Source: an optimization exercise on an open RTL-to-GDS flow (aim: small area, a short achievable clock period and few clock cycles). Production flows keep margins and buffers that such runs may drop.
Where RTL was checked, it was by simulation tests only, not by an equivalence proof against the original.
Function not checked in runs 1 to 3: the RTL went through the layout flow alone.
Power and IR drop assume default switching activity.

`design.v`:
```
module hexsum (
    input  wire        clk,
    input  wire        rst,
    input  wire        cmd_valid,
    output wire        cmd_ready,
    input  wire [39:0] cmd_word,
    input  wire [9:0]  cmd_len,
    input  wire        in_valid,
    output wire        in_ready,
    input  wire [7:0]  in_data,
    output reg         rsp_valid,
    input  wire        rsp_ready,
    output reg  [3:0]  rsp_status,
    output reg  [31:0] rsp_value,
    output reg  [9:0]  rsp_len,
    output reg         out_valid,
    input  wire        out_ready,
    output reg  [7:0]  out_data
);
    localparam [3:0] OP_HEXENC = 4'h1, OP_HEXDEC = 4'h2, OP_BYTENC = 4'h3,
                     OP_BYTDEC = 4'h4, OP_CSCLR  = 4'h5, OP_CSADD  = 4'h6,
                     OP_CSRD   = 4'h7, OP_CSCHK  = 4'h8, OP_RDSTAT = 4'h9;
    localparam [3:0] ST_OK = 4'd0, ST_INVARG = 4'd1, ST_INVREC = 4'd5,
                     ST_CSMISM = 4'd6, ST_OVFL = 4'd8;
    function [7:0] hexchar;
        input [3:0] n;
        hexchar = (n < 4'd10) ? (8'h30 + {4'd0, n}) : (8'h37 + {4'd0, n});
    endfunction
    function is_hex;
        input [7:0] c;
        is_hex = (c >= 8'h30 && c <= 8'h39) || (c >= 8'h41 && c <= 8'h46);
    endfunction
    function [3:0] hexval;
        input [7:0] c;
        hexval = (c <= 8'h39) ? c[3:0] : (c[3:0] + 4'd9);
    endfunction
    function [7:0] inc255;
        input [7:0] x;
        inc255 = (x == 8'd254) ? 8'd0 : x + 8'd1;
    endfunction
    function [7:0] dec255;
        input [7:0] x;
        dec255 = (x == 8'd0) ? 8'd254 : x - 8'd1;
    endfunction
    function [7:0] half255;
        input [7:0] x;
        half255 = {x[0], x[7:1]};
    endfunction
    wire [3:0]  i_op   = cmd_word[39:36];
    wire [3:0]  i_arg  = cmd_word[35:32];
    wire [31:0] i_data = cmd_word[31:0];
    wire i_arg0  = (i_arg == 4'd0);
    wire i_d0    = (i_data == 32'd0);
    wire i_dhi0  = (i_data[31:8] == 24'd0);
    wire i_l0    = (cmd_len == 10'd0);
    wire i_mode  = (i_arg == 4'd1 || i_arg == 4'd2);
    reg i_ovfl;
    always @* begin
        case (i_arg)
            4'd0:    i_ovfl = !i_d0;
            4'd1:    i_ovfl = (i_data[31:4]  != 28'd0);
            4'd2:    i_ovfl = !i_dhi0;
            4'd3:    i_ovfl = (i_data[31:12] != 20'd0);
            4'd4:    i_ovfl = (i_data[31:16] != 16'd0);
            4'd5:    i_ovfl = (i_data[31:20] != 12'd0);
            4'd6:    i_ovfl = (i_data[31:24] != 8'd0);
            4'd7:    i_ovfl = (i_data[31:28] != 4'd0);
            default: i_ovfl = 1'b0;
        endcase
    end
    wire i_ok_enc  = (i_op == OP_HEXENC) && (i_arg <= 4'd8) && i_l0;
    wire i_ok_dec  = (i_op == OP_HEXDEC) && i_arg0 && i_d0 && (cmd_len <= 10'd8);
    wire i_ok_benc = (i_op == OP_BYTENC) && i_arg0 && i_d0 && (cmd_len <= 10'd255);
    wire i_ok_bdec = (i_op == OP_BYTDEC) && i_arg0 && i_d0 && (cmd_len <= 10'd510);
    wire i_ok_clr  = (i_op == OP_CSCLR)  && i_arg0 && i_d0 && i_l0;
    wire i_ok_stat = (i_op == OP_RDSTAT) && i_arg0 && i_d0 && i_l0;
    wire i_ok_add  = (i_op == OP_CSADD)  && i_arg0 && i_dhi0 && i_l0;
    wire i_ok_rd   = (i_op == OP_CSRD)   && i_mode && i_d0 && i_l0;
    wire i_ok_chk  = (i_op == OP_CSCHK)  && i_mode && i_dhi0 && i_l0;
    wire i_ill     = !(i_ok_enc | i_ok_dec | i_ok_benc | i_ok_bdec | i_ok_clr |
                       i_ok_stat | i_ok_add | i_ok_rd | i_ok_chk);
    localparam W = 61;
    wire [W-1:0] cin = {
        i_ill,                               
        i_ok_enc & i_ovfl,                   
        i_ok_enc & !i_ovfl & !i_arg0,        
        i_ok_enc & !i_ovfl,                  
        i_ok_dec,                            
        i_ok_benc,                           
        i_ok_bdec,                           
        i_ok_clr,                            
        i_ok_add,                            
        i_ok_rd,                             
        i_ok_chk,                            
        i_ok_stat,                           
        i_l0,                                
        (cmd_len == 10'd1),                  
        (i_arg == 4'd1),                     
        cmd_len,                             
        i_arg,                               
        i_data                               
    };
    reg  [W-1:0] cq0, cq1;
    reg  [1:0]   cqn;
    reg          cmd_ready_q;
    assign cmd_ready = cmd_ready_q;
    wire         cpush = cmd_valid & cmd_ready_q;
    wire         issue;
    wire         hd_q1 = issue && (cqn == 2'd2);
    wire         hd_in = cpush && ((cqn == 2'd0) || (cqn == 2'd1 && issue));
    wire [W-1:0] hd_nx = hd_q1 ? cq1 : cin;
    always @(posedge clk) begin
        if (rst) begin
            cqn         <= 2'd0;
            cmd_ready_q <= 1'b1;
        end else begin
            cqn         <= cqn + {1'b0, cpush} - {1'b0, issue};
            cmd_ready_q <= !((cqn + {1'b0, cpush} - {1'b0, issue}) == 2'd2);
        end
        if (hd_q1 || hd_in) cq0 <= hd_nx;
        if (cpush && cqn == 2'd1 && !issue) cq1 <= cin;
    end
    reg  [7:0]  iq0, iq1;
    reg  [1:0]  iqn;
    reg         in_ready_q;
    assign in_ready = in_ready_q;
    wire        ipush = in_valid & in_ready_q;
    wire        take;
    always @(posedge clk) begin
        if (rst) begin
            iqn        <= 2'd0;
            in_ready_q <= 1'b1;
        end else begin
            iqn        <= iqn + {1'b0, ipush} - {1'b0, take};
            in_ready_q <= !((iqn + {1'b0, ipush} - {1'b0, take}) == 2'd2);
        end
        if (take) begin
            if (iqn == 2'd2)  iq0 <= iq1;
            else if (ipush)   iq0 <= in_data;
        end else if (ipush && iqn == 2'd0) begin
            iq0 <= in_data;
        end
        if (ipush && iqn == 2'd1 && !take) iq1 <= in_data;
    end
    wire        cv      = (cqn != 2'd0);
    wire        k_ill   = cq0[60];
    wire        k_ovfl  = cq0[59];
    wire        k_hexgo = cq0[58];
    wire        k_encok = cq0[57];
    wire        k_dec   = cq0[56];
    wire        k_benc  = cq0[55];
    wire        k_bdec  = cq0[54];
    wire        k_clr   = cq0[53];
    wire        k_add   = cq0[52];
    wire        k_rd    = cq0[51];
    wire        k_chk   = cq0[50];
    wire        k_stat  = cq0[49];
    wire        z0      = cq0[48];
    wire        m1      = cq0[46];
    wire [9:0]  len     = cq0[45:36];
    wire [3:0]  arg     = cq0[35:32];
    wire [31:0] data    = cq0[31:0];
    reg  [7:0]  acc;
    reg  [3:0]  last;
    reg  [9:0]  rem_c;       
    reg         pd;          
    reg         ol;          
    reg         lo_ph;       
    reg         first;       
    reg  [31:0] dec_val;     
    reg         bad;
    reg  [3:0]  hi_nib;
    reg  [2039:0] ring;
    reg         wst;         
    reg  [7:0]  delta;       
    reg  [7:0]  e_w;         
    reg         wr_ok_q;     
    reg         wpend;       
    reg  [7:0]  w_n;         
    reg         r_act;       
    reg  [7:0]  e_r;         
    reg  [8:0]  rem_r;       
    reg         tap_q;       
    reg         hx_act;      
    reg  [2:0]  hidx;
    reg         lo_pend;     
    reg  [3:0]  lo_nib;
    wire out_room = !out_valid | out_ready;
    wire rsp_room = !rsp_valid | rsp_ready;
    wire src_idle = !r_act & !wpend & !hx_act & !lo_pend;
    wire [7:0] ich   = iq0;
    wire       ivld  = (iqn != 2'd0);
    wire take_ok = k_bdec ? (!wpend && (!lo_ph || wr_ok_q)) :
                   k_benc ? (src_idle && out_room) :
                   k_dec  ? !hx_act : 1'b1;
    assign take  = cv && !pd && ivld && take_ok;
    wire   fin   = cv && (pd || (ol && take));
    assign issue = fin && rsp_room && (!k_hexgo || src_idle);
    wire   wr    = take && k_bdec && lo_ph;
    wire        ich_hex = is_hex(ich);
    wire [3:0]  ich_val = hexval(ich);
    wire        bad_f   = bad | (take && !ich_hex);
    wire [31:0] dec_f   = take ? {first ? 28'd0 : dec_val[27:0], ich_val} : dec_val;
    wire [7:0] cs_sel   = m1 ? (8'd0 - acc) : ~acc;
    wire       mismatch = (cs_sel != data[7:0]);
    wire bdec_ok = !bad_f && !len[0];
    reg [3:0]  x_status;
    always @* begin
        if (k_ill)                          x_status = ST_INVARG;
        else if (k_ovfl)                    x_status = ST_OVFL;
        else if (k_dec && bad_f)            x_status = ST_INVREC;
        else if (k_bdec && !bdec_ok)        x_status = ST_INVREC;
        else if (k_chk && mismatch)         x_status = ST_CSMISM;
        else                                x_status = ST_OK;
    end
    wire [31:0] x_value = (k_dec && !bad_f && !z0) ? dec_f :
                          k_rd   ? {24'd0, cs_sel} :
                          k_stat ? {28'd0, last} : 32'd0;
    wire [9:0]  x_len   = k_encok ? {6'd0, arg} :
                          k_benc  ? {len[8:0], 1'b0} :
                          (k_bdec && bdec_ok) ? {1'b0, len[9:1]} : 10'd0;
    wire commit = issue && k_bdec && bdec_ok && !z0;
    wire [7:0] wdata  = {hi_nib, ich_val};
    wire [7:0] e_w_nx = (wr && !wst) ? 8'd0 : inc255(e_w);
    wire [7:0] delta_nx = wr ? 8'd1 : dec255(delta);
    wire       wst_nx = issue ? 1'b0 : (wst | wr);
    wire       promote = wpend && !r_act && !hx_act && !lo_pend;
    wire       rd      = tap_q && out_room;
    wire [7:0] tap_byte = ring[{e_r[7:4], 7'd0} +: 8];
    wire       r_act_nx = promote ? 1'b1 : (rd && rem_r == 9'd1) ? 1'b0 : r_act;
    wire [7:0] e_r_nx   = promote ? inc255(e_w) : rd ? dec255(e_r) : inc255(e_r);
    wire [8:0] rem_r_nx = promote ? {1'b0, w_n} : rd ? rem_r - 9'd1 : rem_r;
    wire [7:0] e_r_nx1  = inc255(e_r_nx);
    wire       conf_nx  = r_act_nx && ({1'b0, half255(e_r_nx1)} < rem_r_nx);
    wire       benc_take = take && k_benc;
    wire [3:0] nib_sel = hx_act  ? dec_val[{hidx, 2'b00} +: 4] :
                         lo_pend ? lo_nib : ich[7:4];
    wire       out_ld  = out_room && (hx_act || lo_pend || benc_take || rd);
    always @(posedge clk) begin
        ring <= {ring[2031:0], wr ? wdata : ring[2039:2032]};
        e_w   <= e_w_nx;
        delta <= delta_nx;
        e_r   <= e_r_nx;
        rem_r <= rem_r_nx;
        if (hd_q1 || hd_in) begin
            rem_c <= hd_nx[45:36];
            pd    <= hd_nx[48];
            ol    <= hd_nx[47];
            lo_ph <= 1'b0;
            first <= 1'b1;
            bad   <= 1'b0;
        end else if (take) begin
            rem_c <= rem_c - 10'd1;
            pd    <= ol;
            ol    <= (rem_c == 10'd2);
            lo_ph <= !lo_ph;
            first <= 1'b0;
            if (!ich_hex) bad <= 1'b1;
        end
        if (take) begin
            if (k_dec) dec_val <= dec_f;
            if (k_bdec && !lo_ph) hi_nib <= ich_val;
        end
        if (out_ld) out_data <= r_act ? tap_byte : hexchar(nib_sel);
        if (benc_take) lo_nib <= ich[3:0];
        if (hx_act && out_room) hidx <= hidx - 3'd1;
        if (issue) begin
            rsp_status <= x_status;
            rsp_value  <= x_value;
            rsp_len    <= x_len;
            if (k_hexgo) begin
                hidx    <= arg[2:0] - 3'd1;
                dec_val <= data;
            end
            if (commit) w_n <= len[8:1];
        end
        if (rst) begin
            rsp_valid <= 1'b0;
            out_valid <= 1'b0;
            acc       <= 8'd0;
            last      <= ST_OK;
            wst       <= 1'b0;
            wr_ok_q   <= 1'b1;
            wpend     <= 1'b0;
            r_act     <= 1'b0;
            tap_q     <= 1'b0;
            hx_act    <= 1'b0;
            lo_pend   <= 1'b0;
        end else begin
            wst     <= wst_nx;
            wr_ok_q <= (!wst_nx || delta_nx == 8'd0) && !conf_nx;
            r_act   <= r_act_nx;
            tap_q   <= r_act_nx && (e_r_nx[3:0] == 4'd0);
            if (issue) begin
                rsp_valid <= 1'b1;
                if (!(k_stat && x_status == ST_OK)) last <= x_status;
                if (k_clr) acc <= 8'd0;
                if (k_add) acc <= acc + data[7:0];
                if (k_hexgo) hx_act <= 1'b1;
            end else if (rsp_ready) begin
                rsp_valid <= 1'b0;
            end
            if (commit) wpend <= 1'b1;
            else if (promote) wpend <= 1'b0;
            if (hx_act && out_room && hidx == 3'd0) hx_act <= 1'b0;
            if (benc_take) lo_pend <= 1'b1;
            else if (lo_pend && out_room) lo_pend <= 1'b0;
            if (out_ld) out_valid <= 1'b1;
            else if (out_ready) out_valid <= 1'b0;
        end
    end
endmodule
```
`run.sh`:
```
#!/bin/bash
# synth_recipe.tcl (not shown) runs the flow's synth.tcl, then flattens the netlist and writes it again
# the make line also repeats each setting of config.mk as NAME=value (left out here)
make -C /OpenROAD-flow-scripts/flow DESIGN_CONFIG=/design/flow/config.mk WORK_HOME=/design/flow/orfs CLKGATE_MAP_FILE= SYNTH_SCRIPT=/design/flow/synth_recipe.tcl finish
```
`config.mk`:
```
export PLATFORM = sky130hd
export DESIGN_NAME = hexsum
export DESIGN_NICKNAME = hexsum
export VERILOG_FILES = /design/flow/design.v
export SDC_FILE = /design/flow/constraint.sdc
export NUM_CORES = 4
export LEC_CHECK = 0
export CAP_MARGIN = 20
export CORE_MARGIN = 2
export CORE_UTILIZATION = 40
export SETUP_SLACK_MARGIN = 5
export SLEW_MARGIN = 20
```
`constraint.sdc`:
```
create_clock -name core_clock -period 9.0 [get_ports {clk}]
set_input_delay 1.8000 -clock core_clock [delete_from_list [all_inputs] [get_ports {clk}]]
set_output_delay 1.8000 -clock core_clock [all_outputs]
set_load 0.01 [all_outputs]
```
==> flow_metrics.env, run 1 <==
export IMPL_status="complete, no violations"
export IMPL_cts_max_path_buffers=3
export IMPL_path_depth=18
export IMPL_cts_sinks=2357
export IMPL_power_density_over_the_cells_nw_per_um2=344
export IMPL_setup_violations=0
export IMPL_final_nets=3865
export IMPL_timing_final_crit_share=0.445
export IMPL_grt_start_max_net_pins=68
export IMPL_cts_root_buffer_cell="sky130_fd_sc_hd__clkbuf_16"
export IMPL_dpl_cell_count=5430
export IMPL_layout_drive_gt1_share=0.151
export IMPL_worst_endpoint_arrival_ns=4.69
export IMPL_max_slew_margin_rel=0.287
export IMPL_crit_reg2reg_capture="wr_ok_q$_SDFF_PP1_"
export IMPL_worstSetupEndpointType="flop"
export IMPL_synthDominantCellAreaShare=0.745
export IMPL_synth_avg_cell_area_um2=16.6
export IMPL_synth_ff_latch_count=2357
export IMPL_hold_depth=0
export IMPL_cts_inserted_buffers=204
export IMPL_avgViaCountPerCell=4.24
export IMPL_cell_family_with_the_largest_share_of_critical_path_delay="simple AND/OR/NAND/NOR gates"
export IMPL_critPathBufInv=4
export IMPL_grt_setup_unrepaired="true"
export IMPL_netlist_top_cells_area="sky130_fd_sc_hd__dfxtp_1 74%, sky130_fd_sc_hd__edfxtp_1 11%, sky130_fd_sc_hd__mux4_2 1.9%"
export IMPL_holdCritStartpoint="ring[1483]$_DFF_P_"
export IMPL_max_slew_worst_pin_slew_ns=1.06
export IMPL_grt_antenna_before_repair=2
export IMPL_netlist_top_cells_count="2138 x sky130_fd_sc_hd__dfxtp_1, 219 x sky130_fd_sc_hd__edfxtp_1, 139 x sky130_fd_sc_hd__nand2_1"
export IMPL_synth_flop_cell="sky130_fd_sc_hd__dfxtp_1"
export IMPL_hpwlAfterDp_um=52700
export IMPL_max_cap_violations=0
export IMPL_routedWlPerCell_um=15.5
export IMPL_num_rows=139
export IMPL_reg2reg_slack_ns=5.13
export IMPL_route_antenna_remaining_nets=0
export IMPL_period_needed_ns=4.00
export IMPL_postSynthCellCount=3471
export IMPL_dieArea_um2=147000
export IMPL_first_pass_iters=7
export IMPL_synth_area_leader_cell="sky130_fd_sc_hd__dfxtp_1"
export IMPL_floorplan_initialDensity=0.401
export IMPL_p_leak_nw=26.3
export IMPL_regToRegStartpoint="e_r[0]$_DFF_P_"
export IMPL_congestion_overflow_gr=0
export IMPL_crit_required_ns=9.68
export IMPL_worst_r2r_path_depth=17
export IMPL_grt_pass1_vias=24700
export IMPL_postPlaceCellArea_um2=60900
export IMPL_post_layout_total_power_mw=23.6
export IMPL_maximum_single_stage_delay_on_the_critical_path_ns=0.36
export IMPL_postRouteWirelength_um=90200
export IMPL_grt_first_pass_wirelength_um=141000
export IMPL_syn_num_nets=3578
export IMPL_synth_edf_count=219
export IMPL_total_count_of_hold_check_failures_in_the_final_report=0
export IMPL_start_kind="input pin"
export IMPL_worst_hold_path_endpoint="ring[1491]$_DFF_P_"
export IMPL_critical_path_peak_fanout=4
export IMPL_timing_final_ws_setup_ns=5.00
export IMPL_die_width_um=383
export IMPL_synth_cell_type_count=78
export IMPL_worst_setup_slack_after_placement_ns=3.17
export IMPL_clk_insertion_delay_late_ns=0.80
export IMPL_synth_async_sr_flop_share=0
export IMPL_vertical_die_dimension_um=383
export IMPL_place_congestion=0.821
export IMPL_tns_ns=0
export IMPL_hold_worst_slack_ns=0.298
export IMPL_synth_seq_area_share=0.859
export IMPL_globalRouteTotalUtil=0.123
export IMPL_cts_tree="yes"
export IMPL_finish_utilization=0.479
export IMPL_io_pins=122
export IMPL_final_instance_count_excl_fill=5835
export IMPL_crit_path_cell_trace="buf_4 > nor2b_4 > buf_6 > o22ai_4 > a211oi_2 > buf_4 > nor2_2 > inv_2 > ha_4 > nand2_2 > or3_4 > a21oi_2 > ha_1 > and3_4 > a221oi_2 > o21a_1 > and3b_1 > a211oi_2"
export IMPL_ir_worst_vdd_uv=256
export IMPL_htreeDepth=4
export IMPL_area_growth_synth_to_final_pct=19.3
export IMPL_port_buffers=121
export IMPL_finalInstanceArea_um2=68600
export IMPL_detailedRoute_firstIterationViolations=1591
export IMPL_yosys_cell_count_top_type="sky130_fd_sc_hd__dfxtp_1"
export IMPL_hold_path_class="reg -> reg"
export IMPL_skew_ns=0.0400
export IMPL_path_clk_slew_ns=0.07
export IMPL_vias=24700
export IMPL_fmax_mhz=250
export IMPL_library_cell_contributing_the_largest_single_delay_on_the_critical_path="sky130_fd_sc_hd__or3_4"
export IMPL_remaining_drc_errors=0
export IMPL_number_of_warning_messages_in_the_yosys_log=1
export IMPL_maxSlewViolCount=0
export IMPL_timing_worst_setup_path_type="in -> reg"
export IMPL_synth_area_um2=57500
export IMPL_core_area_um2=143000
-- sequential cells by signal, indices dropped and copies added, names as in the netlist, 9 cells and up --
| name | count |
|---|---|
| rsp_value | 32 |
| rem_c | 10 |
| rsp_len | 10 |
| ring | 2040 |
| cq0 | 60 |
| dec_val | 32 |
| cq1 | 61 |
| rem_r | 9 |
-- where the power goes --
group	switching [mW]	leakage, nW	internal [mW]
clock	3.74	3.51	5.27
combinational	1.57	3.51	1.19
sequential	0.551	19.3	11.3
-- placed cells by master, fill, tap and decap left out, drive strengths merged, types with 10 or more instances in the layout --
master,instances
a211oi,14
a21oi,100
a22oi,14
and2,10
buf,37
bufinv,24
clkbuf,282
clkdlybuf4s50,119
clkinv,51
clkinvlp,12
dfxtp,2138
edfxtp,219
ha,42
inv,63
mux2,90
mux2i,13
mux4,48
nand2,139
nand3,22
nand3b,26
nor2,83
nor2b,12
nor3,29
nor3b,43
nor4,30
o21a,14
o21ai,69
or4,11
xnor2,39
xor2,22
-- repair_timing --
item	in CTS	in global routing
gates cloned	2	0
setup buffers	13	10
gates resized for setup	47	26
pin swaps	13	18
endpoints found under the setup margin	274	64
hold buffers	0	0
-- layer usage --
metal | track usage | vias to the layer above | routed length (um)
met5 | 0 | - | 0
met4 | 0.0539 | 0 | 2610
met3 | 0.0285 | 178 | 4310
met2 | 0.174 | 451 | 37600
met1 | 0.180 | 11800 | 45700
li1 | - | 12300 | -
-- kinds of logic (layout without fill, tap and decap cells) --
kind of cell | count (synthesis) | count (layout) | synth area share
mux | 151 | 151 | 0.0387
compound gates | 272 | 272 | 0.0289
buf+inv | 131 | 589 | 0.0108
other cells | 0 | 1 | 0
fa+ha+maj | 43 | 43 | 0.00949
simple gates | 452 | 454 | 0.0418
xor+xnor | 65 | 65 | 0.0109
flops | 2357 | 2357 | 0.859
-- worst max path at each step --
stage | slack (ns) | start | to
2_1_floorplan | 4.45 | out_ready | cq1[0]$_DFFE_PP_
3_3_place_gp | 3.25 | out_ready | pd$_DFFE_PP_
3_5_place_dp | 3.17 | out_ready | rem_c[1]$_DFFE_PP_
4_1_cts | 5.03 | out_ready | wr_ok_q$_SDFF_PP1_
5_1_grt | 4.89 | out_ready | wr_ok_q$_SDFF_PP1_
6_report | 5.00 | out_ready | wr_ok_q$_SDFF_PP1_
-- layout make-up --
type	count	area, um2
Antenna cell	1	2.50
Inverter	53	221
Tap cell	1903	2380
Clock inverter	97	1340
Fill cell	12000	74600
Multi-Input combinational cell	985	7900
Sequential cell	2357	49400
Clock buffer	282	5840
Timing Repair Buffer	157	1490
==> run 2, diff against run 1 <==
--- a/config.mk
+++ b/config.mk
@@ -10,3 +10,3 @@
 export CORE_UTILIZATION = 40
-export SETUP_SLACK_MARGIN = 5
+export SETUP_SLACK_MARGIN = 0.6
 export SLEW_MARGIN = 20
==> run 2 against run 1 <==
Net effect:
- still clean
- via count is 0.19% lower
- global-route usage is 0.19 points lower
- core utilization is 0.54 points lower
- clock power is 2.2% lower
- synthesized cell count stayed put
- first-iteration DRC count is 8.6% lower
- critical path type unchanged
- largest power group unchanged
==> flow_metrics.env, run 2 <==
export IMPL_synth_edf_count=219
export IMPL_power_density_over_the_cells_nw_per_um2=342
export IMPL_layout_drive_gt1_share=0.131
export IMPL_grt_first_pass_wirelength_um=139000
export IMPL_regToRegStartpoint="hx_act$_SDFFE_PP0P_"
export IMPL_postRouteWirelength_um=88700
export IMPL_path_clk_slew_ns=0.07
export IMPL_core_area_um2=143000
export IMPL_area_growth_synth_to_final_pct=18.0
export IMPL_post_layout_total_power_mw=23.2
export IMPL_post_cts_setup_buffers=0
export IMPL_seq_cell_area_um2=49400
export IMPL_largestRegisters="ring x2040, cq1 x61, cq0 x60"
export IMPL_congestion_overflow_gr=0
export IMPL_dpl_cell_count=5430
export IMPL_synth_ff_latch_count=2357
export IMPL_holdCritStartpoint="ring[562]$_DFF_P_"
export IMPL_clk_insertion_delay_late_ns=0.80
export IMPL_critical_path_peak_fanout=7
export IMPL_globalRouteTotalUtil=0.121
export IMPL_hold_depth=0
export IMPL_grt_start_max_net_pins=68
export IMPL_post_cts_repair_resize_count=0
export IMPL_cts_inserted_buffers=202
export IMPL_grt_pass1_vias=24400
export IMPL_vias=24700
export IMPL_mostFrequentLayoutCell="sky130_fd_sc_hd__dfxtp_1"
export IMPL_netlist_top_cells_count="2138 x sky130_fd_sc_hd__dfxtp_1, 219 x sky130_fd_sc_hd__edfxtp_1, 139 x sky130_fd_sc_hd__nand2_1"
export IMPL_cts_root_buffer_cell="sky130_fd_sc_hd__clkbuf_16"
export IMPL_final_nets=3838
export IMPL_htreeDepth=4
export IMPL_io_pins=122
export IMPL_max_cap_violations=0
export IMPL_synth_cell_type_count=78
export IMPL_max_slew_margin_rel=0.271
export IMPL_cts_sinks=2357
export IMPL_dieArea_um2=147000
export IMPL_cts_tree="yes"
export IMPL_route_antenna_remaining_nets=0
export IMPL_hold_path_class="reg -> reg"
export IMPL_worst_r2r_path_depth=8
export IMPL_place_congestion=0.801
export IMPL_registers_top_by_ff_count="ring"
export IMPL_cts_max_path_buffers=3
export IMPL_status="complete, no violations"
export IMPL_setup_violations=0
export IMPL_yosys_cell_count_top_type="sky130_fd_sc_hd__dfxtp_1"
export IMPL_floorplan_initialDensity=0.401
export IMPL_synthDominantCellAreaShare=0.745
export IMPL_hpwlAfterDp_um=53600
export IMPL_detailedRoute_firstIterationViolations=1454
export IMPL_max_slew_worst_pin_slew_ns=1.09
export IMPL_finish_utilization=0.474
export IMPL_tns_ns=0
export IMPL_filler_cell_count=12100
export IMPL_worst_hold_path_endpoint="ring[570]$_DFF_P_"
export IMPL_period_needed_ns=5.37
export IMPL_crit_required_ns=9.67
export IMPL_p_leak_nw=26.0
export IMPL_netlist_top_cells_area="sky130_fd_sc_hd__dfxtp_1 74%, sky130_fd_sc_hd__edfxtp_1 11%, sky130_fd_sc_hd__mux4_2 1.9%"
export IMPL_synth_seq_area_share=0.859
export IMPL_maxSlewViolCount=0
export IMPL_synth_area_um2=57500
export IMPL_synth_flop_cell="sky130_fd_sc_hd__dfxtp_1"
export IMPL_timing_final_crit_share=0.596
export IMPL_die_width_um=383
export IMPL_ir_worst_vdd_uv=248
export IMPL_vertical_die_dimension_um=383
export IMPL_crit_reg2reg_capture="cq0[19]$_DFFE_PP_"
export IMPL_final_instance_count_excl_fill=5812
export IMPL_number_of_warning_messages_in_the_yosys_log=1
export IMPL_postSynthCellCount=3471
export IMPL_synth_area_leader_cell="sky130_fd_sc_hd__dfxtp_1"
export IMPL_num_rows=139
export IMPL_timing_worst_setup_path_type="in -> reg"
export IMPL_grt_setup_unrepaired="false"
export IMPL_skew_ns=0.0313
export IMPL_avgViaCountPerCell=4.25
export IMPL_start_kind="input pin"
export IMPL_synth_avg_cell_area_um2=16.6
export IMPL_worst_endpoint_arrival_ns=6.04
export IMPL_multi_input_area_um2=7490
export IMPL_most_frequent_cells_in_the_layout="2136 x sky130_fd_sc_hd__dfxtp_1, 219 x sky130_fd_sc_hd__edfxtp_1, 206 x sky130_fd_sc_hd__clkbuf_16"
export IMPL_total_count_of_hold_check_failures_in_the_final_report=0
export IMPL_port_buffers=121
export IMPL_syn_num_nets=3578
export IMPL_grt_antenna_before_repair=2
export IMPL_postCtsHoldBufs=0
export IMPL_remaining_drc_errors=0
export IMPL_number_of_flip_flops_under_the_largest_register_name=2040
export IMPL_reg2reg_slack_ns=4.22
export IMPL_worstSetupEndpointType="flop"
export IMPL_first_pass_iters=5
export IMPL_fmax_mhz=186
export IMPL_routedWlPerCell_um=15.3
export IMPL_synth_async_sr_flop_share=0
run 2: worst max path at each step:
stage | from | to | slack [ns] | cells after the start
3_5_place_dp | out_ready | cq0[18]$_DFFE_PP_ | 2.79 | 9
3_3_place_gp | out_ready | cq0[18]$_DFFE_PP_ | 2.88 | 9
2_1_floorplan | out_ready | cq1[0]$_DFFE_PP_ | 1.40 | 6
5_1_grt | out_ready | wr_ok_q$_SDFF_PP1_ | 3.35 | 15
4_1_cts | out_ready | cq0[3]$_DFFE_PP_ | 3.66 | 9
6_report | out_ready | wr_ok_q$_SDFF_PP1_ | 3.63 | 15
run 2: kinds of logic after synthesis:
| group | after synthesis | synth area share |
|---|---|---|
| muxes | 151 | 0.0387 |
| and+or+nand+nor | 452 | 0.0418 |
| AOI/OAI and AO/OA | 272 | 0.0289 |
| DFF | 2357 | 0.859 |
| xor gates and xnor gates | 65 | 0.0109 |
| adders and majority gates | 43 | 0.00949 |
| buffers and inverters | 131 | 0.0108 |
run 2: critical path: stages:
cell,delay [ns]
sky130_fd_sc_hd__clkdlybuf4s50_1,0.42
sky130_fd_sc_hd__nor2b_1,0.57
sky130_fd_sc_hd__nor2_1,0.29
sky130_fd_sc_hd__o31ai_1,0.31
sky130_fd_sc_hd__o21ai_1,0.20
sky130_fd_sc_hd__or3_1,0.50
sky130_fd_sc_hd__nor3_1,0.51
sky130_fd_sc_hd__nor2_1,0.14
sky130_fd_sc_hd__ha_1,0.34
sky130_fd_sc_hd__a21oi_1,0.14
sky130_fd_sc_hd__o21ai_0,0.09
sky130_fd_sc_hd__a221oi_1,0.31
sky130_fd_sc_hd__o21a_1,0.16
sky130_fd_sc_hd__a21boi_0,0.18
sky130_fd_sc_hd__a211oi_1,0.07
run 2: routing by layer:
layer / vias up / part of all wire / track usage
li1: 12200 / - / -
met3: 172 / 0.047 / 0.0279
met1: 11800 / 0.51 / 0.179
met4: 0 / 0.027 / 0.0502
met5: - / 0 / 0
met2: 474 / 0.42 / 0.170
run 2: layout make-up:
type | count | area share
multi-input combinational | 983 | 0.110
antenna | 3 | 0.000111
clock buffer | 292 | 0.0876
inverter | 53 | 0.00293
clock inverter | 87 | 0.0162
timing repair buffer | 134 | 0.0193
sequential | 2357 | 0.728
tap | 1903 | 0.0351
run 2: through the flow:
stage                     instance area [um2]  setup slack (ns)  hold WS [ns]
after CTS                               67800              3.66         0.303
final                                   67800              3.63         0.302
after global placement                  60700              2.88         0.310
after floorplan                         57500              1.40         0.310
after global routing                    67800              3.35         0.310
after detailed placement                60700              2.79         0.312
run 2: where the power goes:
| group | switching (mW) | leakage [nW] | internal [mW] |
|---|---|---|---|
| Clock | 3.72 | 3.46 | 5.09 |
| Sequential | 0.550 | 19.3 | 11.3 |
| Combinational | 1.47 | 3.24 | 1.07 |
| Total | 5.74 | 26.0 | 17.4 |
==> run 3, diff against run 2 <==
--- a/design.v
+++ b/design.v
@@ -196,3 +196,3 @@
     assign take  = cv && !pd && ivld && take_ok;
-    wire   fin   = cv && (pd || (ol && take));
+    wire   fin   = cv && (pd || (ol && take && !k_benc));
     assign issue = fin && rsp_room && (!k_hexgo || src_idle);
@@ -229,7 +229,15 @@
     wire [7:0] tap_byte = ring[{e_r[7:4], 7'd0} +: 8];
-    wire       r_act_nx = promote ? 1'b1 : (rd && rem_r == 9'd1) ? 1'b0 : r_act;
-    wire [7:0] e_r_nx   = promote ? inc255(e_w) : rd ? dec255(e_r) : inc255(e_r);
+    wire       r_act_nx = promote | (r_act & !(rd & rem_r == 9'd1));
+    wire [7:0] e_r_a    = inc255(e_r);           
+    wire [7:0] e_r_b    = dec255(e_r);           
+    wire [7:0] e_r_p    = inc255(e_w);           
+    wire [7:0] e_r_nx   = promote ? e_r_p : rd ? e_r_b : e_r_a;
     wire [8:0] rem_r_nx = promote ? {1'b0, w_n} : rd ? rem_r - 9'd1 : rem_r;
-    wire [7:0] e_r_nx1  = inc255(e_r_nx);
-    wire       conf_nx  = r_act_nx && ({1'b0, half255(e_r_nx1)} < rem_r_nx);
+    wire       tap_a    = (e_r_a[3:0] == 4'd0);
+    wire       tap_p    = (e_r_p[3:0] == 4'd0);
+    wire       tap_nx   = promote ? tap_p : (r_act && !rd && tap_a);
+    wire       conf_a   = ({1'b0, half255(inc255(e_r_a))} < rem_r);
+    wire       conf_b   = ({1'b0, half255(e_r)} < rem_r - 9'd1);
+    wire       conf_p   = ({1'b0, half255(inc255(e_r_p))} < {1'b0, w_n});
+    wire       conf_nx  = promote ? conf_p : (r_act && (rd ? conf_b : conf_a));
     wire       benc_take = take && k_benc;
@@ -292,3 +300,3 @@
             r_act   <= r_act_nx;
-            tap_q   <= r_act_nx && (e_r_nx[3:0] == 4'd0);
+            tap_q   <= tap_nx;
             if (issue) begin
--- a/config.mk
+++ b/config.mk
@@ -10,3 +10,3 @@
 export CORE_UTILIZATION = 40
-export SETUP_SLACK_MARGIN = 0.6
+export SETUP_SLACK_MARGIN = 5
 export SLEW_MARGIN = 20
==> run 3 against run 2 <==
Net effect:
- still clean
- die area rose by 1.0%
- synthesized cell count rose by 3.7%
- fmax rose by 42%
- critical path depth fell by 1
- combinational power barely moved
- core utilization rose by 0.099 points
- global-route usage barely moved
- via count rose by 2.8%
- clock skew rose by 0.017 ns
- setup slack improved by 1.6 ns
- critical path type is now reg -> reg
==> flow_metrics.env, run 3 <==
export IMPL_cts_tree="yes"
export IMPL_netlist_top_cells_area="sky130_fd_sc_hd__dfxtp_1 73%, sky130_fd_sc_hd__edfxtp_1 12%, sky130_fd_sc_hd__mux4_2 1.9%"
export IMPL_critical_path_peak_fanout=14
export IMPL_syn_num_nets=3725
export IMPL_library_cell_contributing_the_largest_single_delay_on_the_critical_path="sky130_fd_sc_hd__dfxtp_1"
export IMPL_number_of_warning_messages_in_the_yosys_log=1
export IMPL_synth_cell_type_count=86
export IMPL_swShare=0.247
export IMPL_status="complete, no violations"
export IMPL_worst_endpoint_arrival_ns=4.45
export IMPL_max_slew_margin_rel=0.264
export IMPL_start_kind="flop"
export IMPL_postCtsHoldBufs=0
export IMPL_max_slew_worst_pin_slew_ns=1.10
export IMPL_area_growth_synth_to_final_pct=17.6
export IMPL_maximum_single_stage_delay_on_the_critical_path_ns=0.65
export IMPL_worst_r2r_path_depth=14
export IMPL_power_internal_mw=17.1
export IMPL_skew_ns=0.0482
export IMPL_filler_cell_count=12200
export IMPL_fmax_mhz=264
export IMPL_postRouteWirelength_um=89400
export IMPL_timing_worst_setup_path_type="reg -> reg"
export IMPL_max_cap_violations=0
export IMPL_io_pins=122
export IMPL_ir_worst_vdd_uv=187
export IMPL_period_needed_ns=3.78
export IMPL_route_antenna_remaining_nets=0
export IMPL_globalRouteTotalUtil=0.121
export IMPL_htreeDepth=4
export IMPL_number_of_flip_flops_under_the_largest_register_name=2040
export IMPL_crit_reg2reg_capture="wr_ok_q$_SDFF_PP1_"
export IMPL_synth_async_sr_flop_share=0
export IMPL_maxSlewViolCount=0
export IMPL_crit_path_frequent_cell="sky130_fd_sc_hd__a21o_1"
export IMPL_floorplan_initialDensity=0.404
export IMPL_first_pass_iters=5
export IMPL_crit_path_cell_trace="and4_1 > nand3_1 > a211o_1 > or4b_1 > nand2_1 > nor3_1 > ha_1 > a21o_1 > a21o_1 > a21o_1 > a21oi_1 > o21ai_0 > o31ai_1 > a211oi_1"
export IMPL_routedWlPerCell_um=15.1
export IMPL_num_rows=139
export IMPL_remaining_drc_errors=0
export IMPL_regToRegStartpoint="e_r[3]$_DFF_P_"
export IMPL_yosys_cell_count_top_type="sky130_fd_sc_hd__dfxtp_1"
export IMPL_cts_sinks=2357
export IMPL_congestion_overflow_gr=0
export IMPL_synth_edf_count=227
export IMPL_dieArea_um2=148000
export IMPL_synth_area_leader_cell="sky130_fd_sc_hd__dfxtp_1"
export IMPL_layout_drive_gt1_share=0.124
export IMPL_synthDominantCellAreaShare=0.735
export IMPL_largestRegisters="ring x2040, cq1 x61, cq0 x60"
export IMPL_path_clk_slew_ns=0.07
export IMPL_postSynthCellCount=3601
export IMPL_insertedDiodeCount=0
export IMPL_setup_violations=0
export IMPL_mostFrequentLayoutCell="sky130_fd_sc_hd__dfxtp_1"
export IMPL_vias=25400
export IMPL_comb_power_share=0.110
export IMPL_worstSetupEndpointType="flop"
export IMPL_netlist_top_cells_count="2130 x sky130_fd_sc_hd__dfxtp_1, 227 x sky130_fd_sc_hd__edfxtp_1, 155 x sky130_fd_sc_hd__nand2_1"
export IMPL_vertical_die_dimension_um=385
export IMPL_final_nets=3979
export IMPL_p_leak_nw=26.3
export IMPL_reg2reg_slack_ns=5.22
export IMPL_holdCritStartpoint="ring[29]$_DFF_P_"
export IMPL_timing_final_crit_share=0.420
export IMPL_share_clk_of_total_power=0.373
export IMPL_total_count_of_hold_check_failures_in_the_final_report=0
export IMPL_tns_ns=0
export IMPL_worst_hold_path_endpoint="ring[37]$_DFF_P_"
export IMPL_grt_antenna_before_repair=1
export IMPL_synth_avg_cell_area_um2=16.1
export IMPL_port_buffers=121
export IMPL_cts_inserted_buffers=200
export IMPL_grt_pass1_vias=25000
export IMPL_postPlaceCellArea_um2=61400
export IMPL_power_sequential_fraction=0.517
export IMPL_cts_root_buffer_cell="sky130_fd_sc_hd__clkbuf_16"
export IMPL_core_area_um2=144000
export IMPL_clk_insertion_delay_late_ns=0.80
export IMPL_hold_depth=0
export IMPL_hold_path_class="reg -> reg"
export IMPL_die_width_um=385
export IMPL_grt_start_max_net_pins=69
export IMPL_power_density_over_the_cells_nw_per_um2=333
export IMPL_synth_flop_cell="sky130_fd_sc_hd__dfxtp_1"
export IMPL_synth_area_um2=58000
export IMPL_net_switching_power_mw=5.62
export IMPL_avgViaCountPerCell=4.28
export IMPL_worst_setup_path_startpoint="e_r[3]$_DFF_P_"
export IMPL_grt_first_pass_wirelength_um=140000
export IMPL_crit_required_ns=9.67
export IMPL_synth_ff_latch_count=2357
export IMPL_finalInstanceArea_um2=68300
export IMPL_place_congestion=0.839
export IMPL_grt_setup_unrepaired="true"
export IMPL_synth_seq_area_share=0.852
export IMPL_hpwlAfterDp_um=53700
export IMPL_most_frequent_cells_in_the_layout="2124 x sky130_fd_sc_hd__dfxtp_1, 227 x sky130_fd_sc_hd__edfxtp_1, 207 x sky130_fd_sc_hd__clkbuf_16"
export IMPL_registers_top_by_ff_count="ring"
export IMPL_cts_max_path_buffers=3
export IMPL_detailedRoute_firstIterationViolations=1478
-- run 3: changes by cell type after synthesis, sizes merged, moves of 16 or more --
cell | before | now
o21ai | 69 | 85
nand2 | 139 | 155
nor2 | 81 | 125
nor3b | 43 | 60
nand3b | 26 | 6
ha | 42 | 59
-- run 3: layout make-up --
type                    count  area [um2]  share of cell area
repair buffers            136        1360              0.0199
well taps                1903        2380              0.0349
multi-input cells        1091        8100               0.119
repair inverters            1        11.3            0.000165
inverters                  68         298             0.00436
clock buffers             293        5850              0.0857
clock inverters            74         806              0.0118
flip-flops and latches   2357       49500               0.725
-- run 3: worst max path at each step --
stage | to | slack [ns] | depth (start not counted)
6_report | wr_ok_q$_SDFF_PP1_ | 5.22 | 14
5_1_grt | wr_ok_q$_SDFF_PP1_ | 4.89 | 14
4_1_cts | cmd_ready_q$_SDFF_PP1_ | 4.95 | 12
3_5_place_dp | cmd_ready_q$_SDFF_PP1_ | 2.92 | 12
3_3_place_gp | cmd_ready_q$_SDFF_PP1_ | 2.96 | 12
2_1_floorplan | cq1[0]$_DFFE_PP_ | 4.25 | 7
-- run 3: logic make-up after synthesis --
kind of cell | after synthesis | synth area share
adders and majority gates | 60 | 0.0131
DFF | 2357 | 0.852
AOI/OAI and AO/OA | 300 | 0.0312
and+or+nand+nor | 518 | 0.0456
muxes | 137 | 0.0356
buffers and inverters | 153 | 0.0110
xor gates and xnor gates | 76 | 0.0115
-- run 3: critical path: cells and delay by family, from the launching register on --
family	cells	cell delay [ns]
AOI/OAI and AO/OA	8	1.50
DFF	1	0.65
adders and majority gates	1	0.29
and+or+nand+nor	5	1.24
-- run 3: per-layer routing --
layer | track usage | up-vias | routed length [um]
met5 | 0 | - | 0
met4 | 0.0459 | 0 | 2290
met3 | 0.0270 | 189 | 4370
met2 | 0.178 | 519 | 38100
met1 | 0.174 | 12100 | 44600
li1 | - | 12600 | -
-- run 3: power by group through the flow --
| stage | clock network, mW | logic, mW | registers [mW] |
|---|---|---|---|
| 3_5_place_dp | 0 | 2.45 | 12.0 |
| 3_3_place_gp | 0 | 2.42 | 12.0 |
| 5_1_grt | 9.15 | 2.79 | 11.8 |
| 2_1_floorplan | 0 | 1.82 | 11.7 |
| 6_report | 8.49 | 2.51 | 11.8 |
| 4_1_cts | 8.72 | 2.53 | 11.8 |
-- run 3: repair_timing --
| action | 4_1_cts | 5_1_grt |
|---|---|---|
| endpoints found under the setup margin | 216 | 76 |
| gates resized for setup | 19 | 13 |
| setup buffers | 2 | 0 |
| pin swaps | 1 | 1 |
| gates cloned | 0 | 1 |
-- run 3: through the flow --
stage	power [mW]	std cells	setup WS, ns	hold slack [ns]	utilization
after floorplan	13.5	3601	4.25	0.310	-
after global placement	14.4	5553	2.96	0.310	0.427
after detailed placement	14.5	5553	2.92	0.312	0.427
after CTS	23.0	5922	4.95	0.293	0.474
after global routing	23.8	5923	4.89	0.303	0.475
final	22.8	5923	5.22	0.297	0.475
==> run 4, diff against run 3 <==
--- a/design.v
+++ b/design.v
@@ -108,5 +108,7 @@
     wire         issue;
-    wire         hd_q1 = issue && (cqn == 2'd2);
-    wire         hd_in = cpush && ((cqn == 2'd0) || (cqn == 2'd1 && issue));
-    wire [W-1:0] hd_nx = hd_q1 ? cq1 : cin;
+    wire         hd_ld = issue || (cqn == 2'd0);
+    wire [W-1:0] hd_nx = (cqn == 2'd2) ? cq1 : cin;
+    wire         cq_two_nx = (cqn == 2'd2) ? !issue : (cqn == 2'd1 && cpush && !issue);
+    wire         cq_one_nx = (cqn == 2'd2) ? issue :
+                             (cqn == 2'd1) ? (cpush == issue) : cpush;
     always @(posedge clk) begin
@@ -116,7 +118,7 @@
         end else begin
-            cqn         <= cqn + {1'b0, cpush} - {1'b0, issue};
-            cmd_ready_q <= !((cqn + {1'b0, cpush} - {1'b0, issue}) == 2'd2);
+            cqn         <= {cq_two_nx, cq_one_nx};
+            cmd_ready_q <= !cq_two_nx;
         end
-        if (hd_q1 || hd_in) cq0 <= hd_nx;
-        if (cpush && cqn == 2'd1 && !issue) cq1 <= cin;
+        if (hd_ld) cq0 <= hd_nx;
+        if (cmd_ready_q) cq1 <= cin;
     end
@@ -128,2 +130,5 @@
     wire        take;
+    wire        iq_two_nx = (iqn == 2'd2) ? !take : (iqn == 2'd1 && ipush && !take);
+    wire        iq_one_nx = (iqn == 2'd2) ? take :
+                            (iqn == 2'd1) ? (ipush == take) : ipush;
     always @(posedge clk) begin
@@ -133,4 +138,4 @@
         end else begin
-            iqn        <= iqn + {1'b0, ipush} - {1'b0, take};
-            in_ready_q <= !((iqn + {1'b0, ipush} - {1'b0, take}) == 2'd2);
+            iqn        <= {iq_two_nx, iq_one_nx};
+            in_ready_q <= !iq_two_nx;
         end
@@ -192,13 +197,15 @@
     wire       ivld  = (iqn != 2'd0);
-    wire take_ok = k_bdec ? (!wpend && (!lo_ph || wr_ok_q)) :
-                   k_benc ? (src_idle && out_room) :
-                   k_dec  ? !hx_act : 1'b1;
-    assign take  = cv && !pd && ivld && take_ok;
-    wire   fin   = cv && (pd || (ol && take && !k_benc));
+    wire take_nb = cv && !pd && ivld &&
+                   (k_bdec ? (!wpend && (!lo_ph || wr_ok_q)) :
+                    k_dec  ? !hx_act : !k_benc);
+    wire benc_rdy  = cv && !pd && ivld && k_benc && src_idle;
+    wire benc_take = benc_rdy && out_room;
+    assign take  = take_nb || benc_take;
+    wire   fin   = cv && (pd || (ol && take_nb));
     assign issue = fin && rsp_room && (!k_hexgo || src_idle);
-    wire   wr    = take && k_bdec && lo_ph;
+    wire   wr    = take_nb && k_bdec && lo_ph;
     wire        ich_hex = is_hex(ich);
     wire [3:0]  ich_val = hexval(ich);
-    wire        bad_f   = bad | (take && !ich_hex);
-    wire [31:0] dec_f   = take ? {first ? 28'd0 : dec_val[27:0], ich_val} : dec_val;
+    wire        bad_f   = bad | (take_nb && !ich_hex);
+    wire [31:0] dec_f   = take_nb ? {first ? 28'd0 : dec_val[27:0], ich_val} : dec_val;
     wire [7:0] cs_sel   = m1 ? (8'd0 - acc) : ~acc;
@@ -242,3 +249,2 @@
     wire       conf_nx  = promote ? conf_p : (r_act && (rd ? conf_b : conf_a));
-    wire       benc_take = take && k_benc;
     wire [3:0] nib_sel = hx_act  ? dec_val[{hidx, 2'b00} +: 4] :
@@ -252,3 +258,3 @@
         rem_r <= rem_r_nx;
-        if (hd_q1 || hd_in) begin
+        if (hd_ld) begin
             rem_c <= hd_nx[45:36];
@@ -259,11 +265,15 @@
             bad   <= 1'b0;
-        end else if (take) begin
-            rem_c <= rem_c - 10'd1;
-            pd    <= ol;
-            ol    <= (rem_c == 10'd2);
-            lo_ph <= !lo_ph;
-            first <= 1'b0;
-            if (!ich_hex) bad <= 1'b1;
+        end else begin
+            if (take) begin
+                rem_c <= rem_c - 10'd1;
+                pd    <= ol;
+                ol    <= (rem_c == 10'd2);
+            end
+            if (take_nb) begin
+                lo_ph <= !lo_ph;
+                first <= 1'b0;
+                if (!ich_hex) bad <= 1'b1;
+            end
         end
-        if (take) begin
+        if (take_nb) begin
             if (k_dec) dec_val <= dec_f;
@@ -274,3 +284,3 @@
         if (hx_act && out_room) hidx <= hidx - 3'd1;
-        if (issue) begin
+        if (rsp_room) begin
             rsp_status <= x_status;
@@ -278,8 +288,8 @@
             rsp_len    <= x_len;
-            if (k_hexgo) begin
-                hidx    <= arg[2:0] - 3'd1;
-                dec_val <= data;
-            end
-            if (commit) w_n <= len[8:1];
         end
+        if (!hx_act && !k_dec) begin
+            hidx    <= arg[2:0] - 3'd1;
+            dec_val <= data;
+        end
+        if (!wpend) w_n <= len[8:1];
         if (rst) begin
--- a/config.mk
+++ b/config.mk
@@ -10,2 +10,4 @@
 export CORE_UTILIZATION = 40
+export CTS_CLUSTER_DIAMETER = 100
+export CTS_CLUSTER_SIZE = 24
 export SETUP_SLACK_MARGIN = 5
==> run 4 against run 3 <==
Net effect:
- sequential power is 3% lower
- core utilization is 2.5 points lower
- largest power group unchanged
- final cell count is 5.0% lower
==> flow_metrics.env, run 4 <==
export IMPL_mostFrequentLayoutCell="sky130_fd_sc_hd__dfxtp_1"
export IMPL_synth_seq_area_share=0.863
export IMPL_tns_ns=0
export IMPL_core_area_um2=143000
export IMPL_grt_setup_unrepaired="true"
export IMPL_max_slew_margin_rel=0.249
export IMPL_finish_utilization=0.449
export IMPL_power_density_over_the_cells_nw_per_um2=286
export IMPL_yosys_cell_count_top_type="sky130_fd_sc_hd__dfxtp_1"
export IMPL_most_frequent_cells_in_the_layout="2090 x sky130_fd_sc_hd__dfxtp_1, 262 x sky130_fd_sc_hd__edfxtp_1, 160 x sky130_fd_sc_hd__nor2_1"
export IMPL_p_leak_nw=24.6
export IMPL_die_width_um=384
export IMPL_finalInstanceArea_um2=64400
export IMPL_ir_worst_vdd_uv=218
export IMPL_critPathBufInv=2
export IMPL_synth_async_sr_flop_share=0
export IMPL_cts_sinks=2357
export IMPL_cts_inserted_buffers=108
export IMPL_num_rows=139
export IMPL_first_pass_iters=5
export IMPL_avgViaCountPerCell=4.32
export IMPL_insertedDiodeCount=0
export IMPL_postSynthCellCount=3501
export IMPL_grt_pass1_vias=23700
export IMPL_synth_flop_cell="sky130_fd_sc_hd__dfxtp_1"
export IMPL_number_of_warning_messages_in_the_yosys_log=1
export IMPL_postRouteWirelength_um=88300
export IMPL_vias=24300
export IMPL_route_antenna_remaining_nets=0
export IMPL_dieArea_um2=147000
export IMPL_hpwlAfterDp_um=54000
export IMPL_max_slew_worst_pin_slew_ns=1.12
export IMPL_floorplan_initialDensity=0.403
export IMPL_worstSetupEndpointType="flop"
export IMPL_number_of_flip_flops_under_the_largest_register_name=2040
export IMPL_cts_root_buffer_cell="sky130_fd_sc_hd__clkbuf_16"
export IMPL_synthDominantCellAreaShare=0.727
export IMPL_netlist_top_cells_count="2095 x sky130_fd_sc_hd__dfxtp_1, 262 x sky130_fd_sc_hd__edfxtp_1, 162 x sky130_fd_sc_hd__nor2_1"
export IMPL_synth_edf_count=262
export IMPL_maximum_single_stage_delay_on_the_critical_path_ns=0.49
export IMPL_max_cap_violations=0
export IMPL_crit_path_cell_trace="inv_1 > ha_1 > nand2_1 > or3_1 > nand2_1 > inv_1 > ha_1 > nand2_1 > nor3b_1 > mux2i_1 > nor2_1 > ha_1 > a211oi_1 > a21oi_1 > or4_1 > a211oi_2 > a211oi_1"
export IMPL_globalRouteTotalUtil=0.118
export IMPL_grt_first_pass_wirelength_um=136000
export IMPL_routedWlPerCell_um=15.7
export IMPL_htreeDepth=3
export IMPL_port_buffers=121
export IMPL_multi_input_area_um2=7500
export IMPL_grt_antenna_before_repair=7
export IMPL_final_nets=3812
export IMPL_clk_insertion_delay_late_ns=0.73
export IMPL_vertical_die_dimension_um=384
export IMPL_period_needed_ns=3.81
export IMPL_post_layout_total_power_mw=18.4
export IMPL_postPlaceCellArea_um2=61200
export IMPL_status="complete, no violations"
export IMPL_synth_area_leader_cell="sky130_fd_sc_hd__dfxtp_1"
export IMPL_hold_path_class="reg -> reg"
export IMPL_syn_num_nets=3620
export IMPL_critical_path_peak_fanout=11
export IMPL_path_clk_slew_ns=0.10
export IMPL_layout_drive_gt1_share=0.0828
export IMPL_worst_endpoint_arrival_ns=4.42
export IMPL_registers_top_by_ff_count="ring"
export IMPL_reg2reg_slack_ns=5.19
export IMPL_detailedRoute_firstIterationViolations=1655
export IMPL_fmax_mhz=262
export IMPL_postCtsHoldBufs=0
export IMPL_seq_cell_area_um2=49800
export IMPL_area_growth_synth_to_final_pct=11.6
export IMPL_start_kind="flop"
export IMPL_grt_start_max_net_pins=76
export IMPL_total_count_of_hold_check_failures_in_the_final_report=0
export IMPL_io_pins=122
export IMPL_crit_required_ns=9.61
export IMPL_synth_cell_type_count=70
export IMPL_netlist_top_cells_area="sky130_fd_sc_hd__dfxtp_1 73%, sky130_fd_sc_hd__edfxtp_1 14%, sky130_fd_sc_hd__mux4_2 1.9%"
export IMPL_cts_tree="yes"
export IMPL_library_cell_contributing_the_largest_single_delay_on_the_critical_path="sky130_fd_sc_hd__dfxtp_2"
export IMPL_largestRegisters="ring x2040, cq1 x61, cq0 x60"
export IMPL_timing_worst_setup_path_type="reg -> reg"
export IMPL_synth_avg_cell_area_um2=16.5
export IMPL_cell_family_with_the_largest_share_of_critical_path_delay="simple AND/OR/NAND/NOR gates"
export IMPL_timing_final_crit_share=0.423
export IMPL_cts_max_path_buffers=3
export IMPL_maxSlewViolCount=0
export IMPL_synth_area_um2=57700
export IMPL_skew_ns=0.0253
export IMPL_congestion_overflow_gr=0
export IMPL_remaining_drc_errors=0
export IMPL_synth_ff_latch_count=2357
export IMPL_filler_cell_count=12600
export IMPL_setup_violations=0
export IMPL_place_congestion=0.798
-- run 4: layer usage --
layer  wire [um]  share of wire  up-vias  global-route usage
met5          33        0.00037        -                   0
met4        2210          0.025        6              0.0354
met3        3760          0.043      148              0.0246
met2       36000           0.41      375               0.168
met1       46300           0.52    11800               0.180
li1            -              -    12000                   -
-- run 4: cells by family (layout without fill, tap and decap cells) --
group | Yosys count | after routing | synth area share
XOR/XNOR | 68 | 68 | 0.0103
adder cells (fa/ha/maj) | 55 | 55 | 0.0121
flip-flops | 2357 | 2357 | 0.863
AND/OR/NAND/NOR | 464 | 465 | 0.0396
AO/OA/AOI/OAI | 284 | 284 | 0.0297
multiplexers | 137 | 137 | 0.0358
buffers and inverters | 136 | 356 | 0.00911
-- run 4: final timing paths --
check,startpoint,endpoint,depth (start not counted)
setup / recovery,e_r[0]$_DFF_P_,wr_ok_q$_SDFF_PP1_,17
hold / removal,ring[315]$_DFF_P_,ring[323]$_DFF_P_,0
setup reg to reg,e_r[0]$_DFF_P_,wr_ok_q$_SDFF_PP1_,17
hold reg to reg,ring[315]$_DFF_P_,ring[323]$_DFF_P_,0
-- run 4: stage by stage --
step / std cells / setup slack, ns / hold WS, ns
finish: 5625 / 5.19 / 0.314
global route: 5625 / 4.95 / 0.310
detailed placement: 5470 / 3.78 / 0.312
CTS: 5611 / 4.89 / 0.301
global placement: 5470 / 3.86 / 0.310
floorplan: 3501 / 4.77 / 0.310
-- run 4: cell type report --
cell class,instances,area share
Clock buffer,128,0.0433
Clock inverter,11,0.00276
Inverter,65,0.00385
Multi-Input combinational cell,1009,0.116
Sequential cell,2357,0.773
Tap cell,1903,0.0370
Timing Repair Buffer,152,0.0233
-- run 4: power by group --
group	total [mW]	internal, mW	switching (mW)
clock network	5.22	2.23	2.99
registers	11.4	11.0	0.352
logic	1.84	0.803	1.04
total	18.4	14.1	4.38
-- run 4: what timing repair did --
action | CTS | global route
gates resized for setup | 5 | 16
buffers inserted | 1 | 13
endpoints found under the hold margin | 0 | 0
cloned | 1 | 1
setup endpoints to repair | 54 | 6
pin swaps | 0 | 1
Testbench counts of run 4, summed over its fixed seeds: cycles 30,517.
==> run 5, diff against run 4 <==
==> flow/run.sh (new file) <==
#!/bin/bash
set -euo pipefail
sed 's/SETUP_SLACK_MARGIN=[0-9.]*/SETUP_SLACK_MARGIN=6/' standard.sh > standard_m6.sh
grep -q 'SETUP_SLACK_MARGIN=6 ' standard_m6.sh
bash standard_m6.sh > flow.log 2>&1
==> standard.sh (new file) <==
#!/bin/bash
# synth_recipe.tcl (not shown) runs the flow's synth.tcl, then flattens the netlist and writes it again
# the make line also repeats each setting of config.mk as NAME=value (left out here)
make -C /OpenROAD-flow-scripts/flow DESIGN_CONFIG=/design/flow/config.mk WORK_HOME=/design/flow/orfs CLKGATE_MAP_FILE= SYNTH_SCRIPT=/design/flow/synth_recipe.tcl "${@:-finish}"
removed: run.sh
==> run 5 against run 4 <==
Net effect:
- non-clock buffer count grew 56
- still clean
- total power is 1.0% higher
- register-to-register slack better by 0.61 ns
- flip-flop and latch count stayed put
- clock skew rose by 0.0014 ns
- combinational power increased by 13%
- clock power is essentially flat
- highest routed layer is now met4
- clock-buffer cell count increased by 2
==> flow_metrics.env, run 5 <==
export IMPL_number_of_flip_flops_under_the_largest_register_name=2040
export IMPL_hold_path_class="reg -> reg"
export IMPL_worst_hold_path_endpoint="ring[868]$_DFF_P_"
export IMPL_most_frequent_cells_in_the_layout="2078 x sky130_fd_sc_hd__dfxtp_1, 262 x sky130_fd_sc_hd__edfxtp_1, 154 x sky130_fd_sc_hd__nor2_1"
export IMPL_vias=24500
export IMPL_io_pins=122
export IMPL_die_width_um=384
export IMPL_finalInstanceArea_um2=65400
export IMPL_postRouteWirelength_um=89400
export IMPL_remaining_drc_errors=0
export IMPL_synth_edf_count=262
export IMPL_share_clk_of_total_power=0.279
export IMPL_congestion_overflow_gr=0
export IMPL_synth_area_leader_cell="sky130_fd_sc_hd__dfxtp_1"
export IMPL_grt_pass1_vias=24100
export IMPL_power_density_over_the_cells_nw_per_um2=285
export IMPL_grt_antenna_before_repair=4
export IMPL_synth_seq_area_share=0.863
export IMPL_power_internal_mw=14.1
export IMPL_start_kind="flop"
export IMPL_netlist_top_cells_count="2095 x sky130_fd_sc_hd__dfxtp_1, 262 x sky130_fd_sc_hd__edfxtp_1, 162 x sky130_fd_sc_hd__nor2_1"
export IMPL_synth_area_um2=57700
export IMPL_route_antenna_remaining_nets=0
export IMPL_first_pass_iters=6
export IMPL_total_count_of_hold_check_failures_in_the_final_report=0
export IMPL_max_slew_worst_pin_slew_ns=1.02
export IMPL_critical_path_peak_fanout=5
export IMPL_core_area_um2=143000
export IMPL_largestRegisters="ring x2040, cq1 x61, cq0 x60"
export IMPL_reg2reg_slack_ns=5.80
export IMPL_registers_top_by_ff_count="ring"
export IMPL_cts_max_path_buffers=3
export IMPL_synth_flop_cell="sky130_fd_sc_hd__dfxtp_1"
export IMPL_p_leak_nw=25.2
export IMPL_fmax_mhz=313
export IMPL_vertical_die_dimension_um=384
export IMPL_globalRouteTotalUtil=0.121
export IMPL_worst_r2r_path_depth=17
export IMPL_crit_reg2reg_capture="wr_ok_q$_SDFF_PP1_"
export IMPL_cts_root_buffer_cell="sky130_fd_sc_hd__clkbuf_16"
export IMPL_synthDominantCellAreaShare=0.727
export IMPL_status="complete, no violations"
export IMPL_synth_async_sr_flop_share=0
export IMPL_layout_drive_gt1_share=0.147
export IMPL_maxSlewViolCount=0
export IMPL_synth_cell_type_count=70
export IMPL_grt_first_pass_wirelength_um=139000
export IMPL_holdCritStartpoint="ring[860]$_DFF_P_"
export IMPL_regToRegStartpoint="e_r[0]$_DFF_P_"
export IMPL_synth_ff_latch_count=2357
export IMPL_setup_violations=0
export IMPL_swShare=0.240
export IMPL_yosys_cell_count_top_type="sky130_fd_sc_hd__dfxtp_1"
export IMPL_mostFrequentLayoutCell="sky130_fd_sc_hd__dfxtp_1"
export IMPL_skew_ns=0.0266
export IMPL_tns_ns=0
export IMPL_netlist_top_cells_area="sky130_fd_sc_hd__dfxtp_1 73%, sky130_fd_sc_hd__edfxtp_1 14%, sky130_fd_sc_hd__mux4_2 1.9%"
export IMPL_num_rows=139
export IMPL_max_slew_margin_rel=0.318
export IMPL_hpwlAfterDp_um=53700
export IMPL_max_cap_violations=0
export IMPL_port_buffers=121
export IMPL_cts_sinks=2357
export IMPL_timing_worst_setup_path_type="reg -> reg"
export IMPL_power_sequential_fraction=0.609
export IMPL_place_congestion=0.809
export IMPL_grt_setup_unrepaired="true"
export IMPL_area_growth_synth_to_final_pct=13.4
export IMPL_ir_worst_vdd_uv=204
export IMPL_floorplan_initialDensity=0.403
export IMPL_grt_start_max_net_pins=71
export IMPL_dieArea_um2=147000
export IMPL_clk_insertion_delay_late_ns=0.73
export IMPL_path_clk_slew_ns=0.11
export IMPL_synth_avg_cell_area_um2=16.5
export IMPL_htreeDepth=3
export IMPL_worst_endpoint_arrival_ns=3.82
export IMPL_cts_inserted_buffers=108
export IMPL_number_of_warning_messages_in_the_yosys_log=1
export IMPL_syn_num_nets=3620
export IMPL_net_switching_power_mw=4.47
export IMPL_period_needed_ns=3.20
export IMPL_timing_final_crit_share=0.355
export IMPL_worstSetupEndpointType="flop"
export IMPL_cts_tree="yes"
export IMPL_filler_cell_count=12500
export IMPL_hold_depth=0
export IMPL_routedWlPerCell_um=15.7
export IMPL_crit_required_ns=9.62
export IMPL_postPlaceCellArea_um2=61500
export IMPL_detailedRoute_firstIterationViolations=1562
export IMPL_postSynthCellCount=3501
export IMPL_final_nets=3869
export IMPL_comb_power_share=0.112
export IMPL_avgViaCountPerCell=4.31
[run 5: cell counts after synthesis]
Identical to the previous run, type by type.
[run 5: layout make-up]
type / count / area, um2 / share of cell area
sequential: 2357 / 49900 / 0.762
multi-input combinational: 1010 / 8190 / 0.125
clock buffer: 130 / 2800 / 0.0427
tap: 1903 / 2380 / 0.0364
timing repair buffer: 208 / 1790 / 0.0274
inverter: 65 / 255 / 0.00390
clock inverter: 7 / 135 / 0.00207
antenna: 2 / 5.00 / 0.0000765
[run 5: critical path, stage by stage (launching register included)]
cell,delay [ns]
sky130_fd_sc_hd__dfxtp_4,0.39
sky130_fd_sc_hd__inv_6,0.07
sky130_fd_sc_hd__ha_4,0.14
sky130_fd_sc_hd__nand2_2,0.09
sky130_fd_sc_hd__or3_4,0.39
sky130_fd_sc_hd__nand2_2,0.08
sky130_fd_sc_hd__inv_1,0.06
sky130_fd_sc_hd__ha_2,0.20
sky130_fd_sc_hd__nand2_2,0.07
sky130_fd_sc_hd__nor3b_2,0.05
sky130_fd_sc_hd__mux2i_1,0.13
sky130_fd_sc_hd__nor2_1,0.14
sky130_fd_sc_hd__ha_1,0.29
sky130_fd_sc_hd__a211oi_2,0.25
sky130_fd_sc_hd__a21oi_1,0.09
sky130_fd_sc_hd__or4_1,0.42
sky130_fd_sc_hd__a211oi_2,0.18
sky130_fd_sc_hd__a211oi_1,0.06
[run 5: worst max-delay path by stage]
stage,start,end,slack [ns],cells past startpoint
4_1_cts,out_data[6]$_DFFE_PP_,out_data[6],5.71,1
3_5_place_dp,rsp_ready,ol$_DFFE_PP_,3.78,8
6_report,e_r[0]$_DFF_P_,wr_ok_q$_SDFF_PP1_,5.80,17
2_1_floorplan,rsp_ready,ol$_DFFE_PP_,4.77,7
5_1_grt,e_r[0]$_DFF_P_,wr_ok_q$_SDFF_PP1_,5.63,14
3_3_place_gp,rsp_ready,ol$_DFFE_PP_,3.84,8
[run 5: repair_timing]
action	in CTS	in global routing
endpoints found under the setup margin	242	117
hold buffers	0	0
resized for setup	490	46
setup buffers	55	17
pin swaps	31	26
gates cloned	5	0
[run 5: power by group through the flow]
stage	Combinational (mW)	Sequential (mW)	Clock [mW]
6_report	2.08	11.3	5.19
5_1_grt	2.27	11.4	5.76
4_1_cts	2.05	11.3	5.39
3_5_place_dp	1.80	11.6	0
3_3_place_gp	1.78	11.6	0
2_1_floorplan	1.20	11.5	0
[run 5: logic make-up (layout without fill, tap and decap cells)]
kind of cell,after synthesis,count (layout),synth area share
flops,2357,2357,0.863
simple gates,464,466,0.0396
compound gates,284,284,0.0297
mux,137,137,0.0358
buf+inv,136,410,0.00911
xor+xnor,68,68,0.0103
fa+ha+maj,55,55,0.0121
other cells,0,2,0
[run 5: through the flow]
| step | util | power (mW) | hold slack [ns] | worst slack (ns) | std cells |
|---|---|---|---|---|---|
| finish | 0.456 | 18.6 | 0.312 | 5.80 | 5682 |
| global route | 0.456 | 19.4 | 0.310 | 5.63 | 5682 |
| CTS | 0.455 | 18.8 | 0.307 | 5.71 | 5663 |
| detailed placement | 0.429 | 13.4 | 0.312 | 3.78 | 5466 |
| global placement | 0.429 | 13.4 | 0.310 | 3.84 | 5466 |
| floorplan | - | 12.7 | 0.310 | 4.77 | 3501 |
[run 5: per-layer routing]
layer	global-route usage	wire length, um	vias up
met3	0.0282	4560	143
met4	0.0351	2240	0
met2	0.171	36700	397
li1	-	-	12100
met5	0	0	-
met1	0.184	45900	11800

[separate check: timing with driven ports]
The results above use ideal ports. As a check the final layouts listed here were re-extracted and re-timed, cells and wires unchanged.
Step 1 assumes that a clkbuf_16 drives the clock port and a buf_2 every other input.
Step 2 also shifts input and output timing later by t, the mid clock arrival at the registers, as if the neighbouring blocks saw the same clock.
Slacks: ideal / step 1 / step 2; pairs: ideal / step 1.
run	t, ns	setup WS [ns]	worst hold slack (ns)	worst setup path after step 2
run 1	0.851	4.997 / 4.994 / 4.143	0.298 / 0.298 / 0.298	input to register
run 2	0.856	3.634 / 3.598 / 2.742	0.302 / 0.302 / 0.302	input to register
run 3	0.849	5.217 / 5.217 / 4.459	0.297 / 0.297 / 0.297	input to register
run 4	0.794	5.189 / 5.189 / 4.447	0.314 / 0.314 / 0.314	input to register
run 5	0.787	5.802 / 5.736 / 5.052	0.312 / 0.312 / 0.312	input to register
After both steps every run listed still meets setup and hold. For run 2, which loses most, drivers alone change the setup slack by -0.036 ns; drivers and shift together by -0.892 ns.
